This design comes from an exercise in tuning for small area, a short achievable clock period and few clock cycles on the open sky130 flow, not from production work. The RTL was checked by simulation tests, not by an equivalence proof against the original design. No activity file was given, so power comes from the tool's default toggle rates.

==> flow/design.v <==
module psiframe_crc8 (
  input  wire [31:0] crc_in,
  input  wire [7:0]  data,
  output reg  [31:0] crc_out
);
  integer i;
  reg fb;
  always @(*) begin
    crc_out = crc_in;
    for (i = 7; i >= 0; i = i - 1) begin
      fb      = crc_out[31] ^ data[i];
      crc_out = {crc_out[30:0], 1'b0};
      if (fb)
        crc_out = crc_out ^ 32'h04C11DB7;
    end
  end
endmodule
module psiframe (
  input  wire        clk,
  input  wire        rst,         
  input  wire        cmd_valid,
  input  wire [63:0] cmd,
  output wire        cmd_ready,
  output wire        ev_valid,
  output wire [9:0]  ev,
  input  wire        ev_ready,
  output wire        idle,
  output wire [63:0] st
);
  localparam [1:0] M_IDLE = 2'd0, M_SEC = 2'd1, M_FAULT = 2'd3;
  localparam [2:0] F_SIZE = 3'd1, F_FIELD = 3'd2, F_SEQ = 3'd3, F_OPCODE = 3'd6;
  reg [1:0]  mode;
  reg [2:0]  fault;
  reg        legacy;
  reg [7:1]  accl;       
  reg [2:0]  nbits;
  reg [31:0] crc;
  reg [9:0]  seclen;
  reg        pc_v;
  reg        pc_me;      
  reg        pc_badop;   
  reg        pc_rsv;     
  reg        pc_abort;
  reg        pc_cfg;
  reg        pc_begin;
  reg        pc_sinkr;   
  reg        pc_putb;    
  reg        pc_nbad;    
  reg        pc_endc;
  reg        pc_endn;
  reg        pc_align;
  reg [4:0]  pc_nh;      
  reg [2:0]  pc_nl;      
  reg [3:0]  pc_lo;      
  reg [31:0] pc_d;
  reg        q_e;        
  reg [31:0] q_d;        
  reg [2:0]  q_cnt;      
  reg        q_crc;      
  reg        q_mk;       
  reg        q_ab;       
  reg        o_v;
  reg  [7:0] o_d;
  reg        o_m;        
  reg        o_body;     
  wire [7:0] op = cmd[63:56];
  wire rs_hi  = |cmd[55:38];
  wire rs_mid = |cmd[37:1];
  wire rs_lo  = cmd[0];
  wire rs_all = rs_hi | rs_mid | rs_lo;
  wire [5:0] n = cmd[37:32];
  wire op_nop   = op == 8'h00;
  wire op_abort = op == 8'h01;
  wire op_cfg   = op == 8'h02;
  wire op_begin = op == 8'h10;
  wire op_putb  = op == 8'h11;
  wire op_put1  = op == 8'h12;
  wire op_align = op == 8'h13;
  wire op_endc  = op == 8'h14;
  wire op_endn  = op == 8'h15;
  wire known = op_nop | op_abort | op_cfg | op_begin | op_putb | op_put1 |
               op_align | op_endc | op_endn;
  wire rsv   = (op_putb) ? rs_hi :
               (op_cfg | op_put1) ? (rs_hi | rs_mid) : rs_all;
  wire op_sink = op_putb | op_put1 | op_align;
  wire [4:0] nh_in = op_align ? 5'b00001 : op_endc ? 5'b10000 :
                     {n[5:3] == 3'd4, n[5:3] == 3'd3, n[5:3] == 3'd2,
                      n[5:3] == 3'd1, n[5:3] == 3'd0};
  wire [2:0] nl_in = op_align ? 3'd7 : op_endc ? 3'd0 : {n[2:1], n[0] | op_put1};
  assign ev_valid = o_v;
  assign ev       = {o_m, 1'b0, o_d};
  wire beat    = o_v & ev_ready;
  wire or_free = !o_v | ev_ready;
  wire [31:0] crc_next;
  psiframe_crc8 u_crc (.crc_in(crc), .data(o_d), .crc_out(crc_next));
  wire q_bytes = q_cnt != 3'd0;
  reg  [7:0] q_dbyte, q_cbyte;
  always @(*) begin
    case (q_cnt[1:0])
      2'd1:    begin q_dbyte = q_d[7:0];   q_cbyte = crc[7:0];   end
      2'd2:    begin q_dbyte = q_d[15:8];  q_cbyte = crc[15:8];  end
      2'd3:    begin q_dbyte = q_d[23:16]; q_cbyte = crc[23:16]; end
      default: begin q_dbyte = q_d[31:24]; q_cbyte = crc[31:24]; end
    endcase
  end
  wire [7:0] q_byte = q_crc ? q_cbyte : q_dbyte;
  wire guard  = q_bytes & q_crc & o_v & o_body;
  wire xfer   = or_free & !q_e & !guard;
  wire q_last = q_bytes ? (q_cnt == 3'd1 && !q_mk) : 1'b1;
  wire in_idle  = mode == M_IDLE;
  wire in_sec   = mode == M_SEC;
  wire in_fault = mode == M_FAULT;
  wire nb0      = nbits == 3'd0;
  wire pc_bad   = pc_badop | pc_rsv;
  wire       c   = pc_lo[3];
  wire [2:0] r   = pc_lo[2:0];
  wire [4:0] kh  = c ? {pc_nh[3:0], 1'b0} : pc_nh;
  wire       kz  = kh[0];
  wire [2:0] k   = {kh[4], kh[3] | kh[2], kh[3] | kh[1]};
  reg v_big;
  integer i;
  always @(*) begin
    v_big = 1'b0;
    for (i = 0; i < 32; i = i + 1)
      if (pc_d[i] && {pc_nh[4], pc_nh[3] | pc_nh[2], pc_nh[3] | pc_nh[1], pc_nl} <= i)
        v_big = 1'b1;
  end
  wire putx = pc_putb & (pc_nbad | v_big);
  wire sink = pc_sinkr & !putx;
  wire [3:0] fit;
  assign fit[0] = legacy ? (seclen <= 10'd182) : (seclen <= 10'd1020);
  assign fit[1] = legacy ? (seclen <= 10'd181) : (seclen <= 10'd1019);
  assign fit[2] = legacy ? (seclen <= 10'd180) : (seclen <= 10'd1018);
  assign fit[3] = legacy ? (seclen <= 10'd179) : (seclen <= 10'd1017);
  wire size_ok = kh[0] | (kh[1] & fit[0]) | (kh[2] & fit[1]) |
                 (kh[3] & fit[2]) | (kh[4] & fit[3]);
  assign cmd_ready = !pc_v | q_e | !pc_me;
  wire consume  = pc_v & (q_e | !pc_me);
  wire ab_go    = pc_v & q_e & pc_abort;                 
  wire ab_emit  = ab_go & !in_idle;
  wire cfg_go   = pc_v & pc_cfg & in_idle;
  wire begin_go = pc_v & q_e & pc_begin & in_idle;
  wire sink_go  = pc_v & sink & in_sec & size_ok & (kz | q_e);
  wire emit_go  = sink_go & !kz;
  wire endc_go  = pc_v & q_e & pc_endc & in_sec & nb0 & size_ok;
  wire endn_go  = pc_v & q_e & pc_endn & in_sec & nb0;
  wire need_idle = pc_cfg | pc_begin;
  wire need_sec  = pc_sinkr | pc_endc | pc_endn;
  wire seq_bad   = (need_idle & !in_idle) | (need_sec & !in_sec);
  wire end_bad   = (pc_endc | pc_endn) & !nb0;
  wire faulty    = pc_bad | seq_bad | putx | end_bad |
                   ((pc_sinkr | pc_endc) & !size_ok);
  wire fault_go  = consume & !in_fault & faulty;
  reg [2:0] fcode;
  always @(*) begin
    if (pc_bad)         fcode = pc_badop ? F_OPCODE : F_FIELD;
    else if (seq_bad)   fcode = F_SEQ;
    else if (putx)      fcode = F_FIELD;
    else if (end_bad)   fcode = F_SEQ;
    else                fcode = F_SIZE;
  end
  wire [39:0] t = {pc_d, 8'd0} >> r;
  wire [7:0] acc8 = {accl, 1'b0};
  reg  [31:0] pk;
  always @(*) begin
    pk = t[39:8];
    pk[7:0]   = pk[7:0]   | (kh[1] ? acc8 : 8'd0);
    pk[15:8]  = pk[15:8]  | (kh[2] ? acc8 : 8'd0);
    pk[23:16] = pk[23:16] | (kh[3] ? acc8 : 8'd0);
    pk[31:24] = pk[31:24] | (kh[4] ? acc8 : 8'd0);
  end
  wire [7:0] first = ({8{kh[1]}} & pk[7:0])   | ({8{kh[2]}} & pk[15:8]) |
                     ({8{kh[3]}} & pk[23:16]) | ({8{kh[4]}} & pk[31:24]);
  wire [9:0] len = seclen + {7'd0, k};
  wire clr = ab_go | begin_go;       
  wire push = (emit_go & !(or_free & kh[1])) | endc_go | endn_go | ab_emit;
  wire q_e_next = q_e ? !push : (xfer & q_last);
  wire [2:0] nbits_next = clr ? 3'd0 : sink_go ? (pc_align ? 3'd0 : r) : nbits;
  wire [2:0] nbits_pred = !pc_v ? nbits :
                          pc_sinkr ? (pc_align ? 3'd0 : r) :
                          (pc_begin | pc_abort) ? 3'd0 : nbits;
  wire [3:0] lo_in = {1'b0, nbits_pred} + {1'b0, nl_in};
  wire [3:0] lo_b  = {1'b0, nbits_pred} + {1'b0, n[2:0]};
  wire me_in = !((op_putb & (n[5:3] == 3'd0) & !lo_b[3]) |
                 (op_put1 & (nbits_pred != 3'd7)) |
                 (op_align & (nbits_pred == 3'd0)));
  wire take = cmd_valid & cmd_ready;
  wire pc_v_next  = cmd_ready ? cmd_valid : pc_v;
  wire pc_me_next = take ? me_in : pc_me;
  always @(posedge clk) begin
    if (take) begin
      pc_badop <= !known;
      pc_rsv   <= known & rsv;
      pc_abort <= op_abort & !rs_all;
      pc_cfg   <= op_cfg & !rsv;
      pc_begin <= op_begin & !rsv;
      pc_sinkr <= op_sink & !rsv;
      pc_putb  <= op_putb;
      pc_nbad  <= (n == 6'd0) || (n > 6'd32);
      pc_endc  <= op_endc & !rsv;
      pc_endn  <= op_endn & !rsv;
      pc_align <= op_align;
      pc_nh    <= nh_in;
      pc_nl    <= nl_in;
      pc_lo    <= lo_in;
      pc_d     <= cmd[31:0];
    end
    if (q_e)
      q_d <= pk;
    if (or_free) begin
      o_d    <= q_e ? first : (q_bytes ? q_byte : {6'd0, q_ab, q_ab});
      o_m    <= !q_e & !q_bytes;
      o_body <= q_e | (q_bytes & !q_crc);
    end else if (ab_go)
      o_body <= 1'b0;
    if (rst) begin
      pc_v   <= 1'b0;
      pc_me  <= 1'b0;
      mode   <= M_IDLE;
      fault  <= 3'd0;
      legacy <= 1'b0;
      accl   <= 7'd0;
      nbits  <= 3'd0;
      crc    <= 32'hFFFFFFFF;
      seclen <= 10'd0;
      q_e    <= 1'b1;
      q_cnt  <= 3'd0;
      q_mk   <= 1'b0;
      o_v    <= 1'b0;
    end else begin
      pc_v  <= pc_v_next;
      pc_me <= pc_me_next;
      q_e   <= q_e_next;
      if (or_free)
        o_v <= q_e ? emit_go : !guard;
      if (clr)
        crc <= 32'hFFFFFFFF;
      else if (beat & o_body)
        crc <= crc_next;
      if (ab_go | endc_go | endn_go | fault_go)
        mode <= ab_go ? M_IDLE : endc_go ? M_IDLE : endn_go ? M_IDLE : M_FAULT;
      else if (begin_go)
        mode <= M_SEC;
      if (ab_go)
        fault <= 3'd0;
      else if (fault_go)
        fault <= fcode;
      if (cfg_go)
        legacy <= pc_d[0];
      nbits <= nbits_next;
      if (clr) begin
        accl   <= 7'd0;
        seclen <= 10'd0;
      end else begin
        if (sink_go)
          accl   <= t[7:1] | (kz ? accl : 7'd0);
        if (sink_go | endc_go)
          seclen <= len;
      end
      if (xfer) begin
        if (q_bytes)
          q_cnt <= q_cnt - 3'd1;
        else
          q_mk  <= 1'b0;
      end
      if (emit_go) begin
        q_cnt <= or_free ? k - 3'd1 : k;
        q_crc <= 1'b0;
        q_mk  <= 1'b0;
      end
      if (endc_go) begin
        q_cnt <= 3'd4;
        q_crc <= 1'b1;
        q_mk  <= 1'b1;
        q_ab  <= 1'b0;
      end
      if (endn_go) begin
        q_mk  <= 1'b1;
        q_ab  <= 1'b0;
      end
      if (ab_emit) begin
        q_cnt <= 3'd0;
        q_mk  <= 1'b1;
        q_ab  <= 1'b1;
      end
    end
  end
  assign idle = !pc_v & q_e & !o_v;
  assign st = {crc, 1'b0, 8'd0, 2'b00, seclen, nbits, 1'b0, legacy, 1'b0, fault, mode};
endmodule
==> flow/config.mk <==
export PLATFORM = sky130hd
export DESIGN_NAME = psiframe
export DESIGN_NICKNAME = psiframe
export VERILOG_FILES = /design/flow/design.v
export SDC_FILE = /design/flow/constraint.sdc
export NUM_CORES = 4
export LEC_CHECK = 0
export CAP_MARGIN = 20
export CORE_MARGIN = 2
export CORE_UTILIZATION = 60
export SETUP_SLACK_MARGIN = 5
export SLEW_MARGIN = 20
==> flow/constraint.sdc <==
create_clock -name core_clock -period 10.0 [get_ports {clk}]
set_input_delay 2.0000 -clock core_clock [delete_from_list [all_inputs] [get_ports {clk}]]
set_output_delay 2.0000 -clock core_clock [all_outputs]
set_load 0.01 [all_outputs]
standard.sh (not shown) runs the stock make flow with config.mk's settings and CLKGATE_MAP_FILE= SYNTH_SCRIPT=/design/flow/synth_recipe.tcl, a recipe that flattens the netlist after the stock synthesis.
==> flow/flow/run.sh <==
#!/bin/bash
set -euo pipefail
bash standard.sh SETUP_SLACK_MARGIN=6.3 finish > flow_make.log 2>&1
The baseline produced a clean layout.
Testbench counts at the start, summed over its fixed seeds: cycles 110,582.
Rerun with:
--- a/flow/design.v
+++ b/flow/design.v
@@ -36,10 +36,11 @@
   reg [2:0]  nbits;
   reg [31:0] crc;
   reg [9:0]  seclen;
+  reg        rdy;        
   reg        pc_v;
   reg        pc_me;      
+  reg        pc_bad;     
   reg        pc_badop;   
-  reg        pc_rsv;     
   reg        pc_abort;
   reg        pc_cfg;
   reg        pc_begin;
@@ -51,7 +52,6 @@
   reg        pc_align;
   reg [4:0]  pc_nh;      
   reg [2:0]  pc_nl;      
-  reg [3:0]  pc_lo;      
   reg [31:0] pc_d;
   reg        q_e;        
   reg [31:0] q_d;        
@@ -94,16 +94,16 @@
   wire [31:0] crc_next;
   psiframe_crc8 u_crc (.crc_in(crc), .data(o_d), .crc_out(crc_next));
   wire q_bytes = q_cnt != 3'd0;
-  reg  [7:0] q_dbyte, q_cbyte;
+  wire [31:0] q_src = q_crc ? crc : q_d;
+  reg  [7:0] q_byte;
   always @(*) begin
     case (q_cnt[1:0])
-      2'd1:    begin q_dbyte = q_d[7:0];   q_cbyte = crc[7:0];   end
-      2'd2:    begin q_dbyte = q_d[15:8];  q_cbyte = crc[15:8];  end
-      2'd3:    begin q_dbyte = q_d[23:16]; q_cbyte = crc[23:16]; end
-      default: begin q_dbyte = q_d[31:24]; q_cbyte = crc[31:24]; end
+      2'd1:    q_byte = q_src[7:0];
+      2'd2:    q_byte = q_src[15:8];
+      2'd3:    q_byte = q_src[23:16];
+      default: q_byte = q_src[31:24];
     endcase
   end
-  wire [7:0] q_byte = q_crc ? q_cbyte : q_dbyte;
   wire guard  = q_bytes & q_crc & o_v & o_body;
   wire xfer   = or_free & !q_e & !guard;
   wire q_last = q_bytes ? (q_cnt == 3'd1 && !q_mk) : 1'b1;
@@ -111,9 +111,9 @@
   wire in_sec   = mode == M_SEC;
   wire in_fault = mode == M_FAULT;
   wire nb0      = nbits == 3'd0;
-  wire pc_bad   = pc_badop | pc_rsv;
-  wire       c   = pc_lo[3];
-  wire [2:0] r   = pc_lo[2:0];
+  wire [3:0] lo  = {1'b0, nbits} + {1'b0, pc_nl};
+  wire       c   = lo[3];
+  wire [2:0] r   = lo[2:0];
   wire [4:0] kh  = c ? {pc_nh[3:0], 1'b0} : pc_nh;
   wire       kz  = kh[0];
   wire [2:0] k   = {kh[4], kh[3] | kh[2], kh[3] | kh[1]};
@@ -134,7 +134,7 @@
   assign fit[3] = legacy ? (seclen <= 10'd179) : (seclen <= 10'd1017);
   wire size_ok = kh[0] | (kh[1] & fit[0]) | (kh[2] & fit[1]) |
                  (kh[3] & fit[2]) | (kh[4] & fit[3]);
-  assign cmd_ready = !pc_v | q_e | !pc_me;
+  assign cmd_ready = rdy;
   wire consume  = pc_v & (q_e | !pc_me);
   wire ab_go    = pc_v & q_e & pc_abort;                 
   wire ab_emit  = ab_go & !in_idle;
@@ -171,7 +171,8 @@
   end
   wire [7:0] first = ({8{kh[1]}} & pk[7:0])   | ({8{kh[2]}} & pk[15:8]) |
                      ({8{kh[3]}} & pk[23:16]) | ({8{kh[4]}} & pk[31:24]);
-  wire [9:0] len = seclen + {7'd0, k};
+  wire [9:0] len0 = seclen + {7'd0, pc_nh[4], pc_nh[3] | pc_nh[2], pc_nh[3] | pc_nh[1]};
+  wire [9:0] len1 = len0 + 10'd1;
   wire clr = ab_go | begin_go;       
   wire push = (emit_go & !(or_free & kh[1])) | endc_go | endn_go | ab_emit;
   wire q_e_next = q_e ? !push : (xfer & q_last);
@@ -180,17 +181,15 @@
                           pc_sinkr ? (pc_align ? 3'd0 : r) :
                           (pc_begin | pc_abort) ? 3'd0 : nbits;
   wire [3:0] lo_in = {1'b0, nbits_pred} + {1'b0, nl_in};
-  wire [3:0] lo_b  = {1'b0, nbits_pred} + {1'b0, n[2:0]};
-  wire me_in = !((op_putb & (n[5:3] == 3'd0) & !lo_b[3]) |
-                 (op_put1 & (nbits_pred != 3'd7)) |
-                 (op_align & (nbits_pred == 3'd0)));
-  wire take = cmd_valid & cmd_ready;
-  wire pc_v_next  = cmd_ready ? cmd_valid : pc_v;
+  wire me_in = op_abort | op_begin | op_endc | op_endn |
+               (op_sink & !(nh_in[0] & !lo_in[3]));
+  wire take = cmd_valid & rdy;
+  wire pc_v_next  = rdy ? cmd_valid : pc_v;
   wire pc_me_next = take ? me_in : pc_me;
   always @(posedge clk) begin
     if (take) begin
+      pc_bad   <= !known | rsv;
       pc_badop <= !known;
-      pc_rsv   <= known & rsv;
       pc_abort <= op_abort & !rs_all;
       pc_cfg   <= op_cfg & !rsv;
       pc_begin <= op_begin & !rsv;
@@ -202,7 +201,6 @@
       pc_align <= op_align;
       pc_nh    <= nh_in;
       pc_nl    <= nl_in;
-      pc_lo    <= lo_in;
       pc_d     <= cmd[31:0];
     end
     if (q_e)
@@ -214,6 +212,7 @@
     end else if (ab_go)
       o_body <= 1'b0;
     if (rst) begin
+      rdy    <= 1'b1;
       pc_v   <= 1'b0;
       pc_me  <= 1'b0;
       mode   <= M_IDLE;
@@ -230,6 +229,7 @@
     end else begin
       pc_v  <= pc_v_next;
       pc_me <= pc_me_next;
+      rdy   <= !pc_v_next | q_e_next | !pc_me_next;
       q_e   <= q_e_next;
       if (or_free)
         o_v <= q_e ? emit_go : !guard;
@@ -255,7 +255,7 @@
         if (sink_go)
           accl   <= t[7:1] | (kz ? accl : 7'd0);
         if (sink_go | endc_go)
-          seclen <= len;
+          seclen <= c ? len1 : len0;
       end
       if (xfer) begin
         if (q_bytes)
=> The changed run passed the timing, DRC and antenna checks; critical path depth rises by 3; flip-flop and latch count fell by 3; total power falls by about 15%; first-iteration DRC count falls by about 17%; sequential power went down by about 7%; area after synthesis is higher by about 2%; final area grows by about 2%; worst setup slack loses 0.25 ns; wire length drops by 1.6%.
Testbench counts after the change, summed over its fixed seeds: cycles 110,582.

re-timing with driven ports:
How much do the figures lean on ideal ports? The routed layouts below were timed once more, with nothing changed but the port constraints. Step 1 sets driving cells, clkbuf_16 on the clock port and buf_2 on the other inputs (assumed; they add their load-dependent delay and slew). Step 2 also shifts input and output timing later by t, the mid clock arrival at the registers, as if the neighbouring blocks saw the same clock. a / b / c = ideal ports / drivers / drivers and shift; a / b = the first two.
run | t, ns | slack for setup (ns) | hold slack, ns | worst setup path after step 2 | slew at the worst register clock pin (ns)
the first run | 0.468 | 6.329 / 6.323 / 5.876 | 0.488 / 0.488 / 0.488 | input to register | 0.07 / 0.07
the second run | 0.459 | 6.080 / 6.086 / 5.627 | 0.458 / 0.458 / 0.458 | input to register | 0.07 / 0.07
After both steps setup and hold are still met in every run listed.
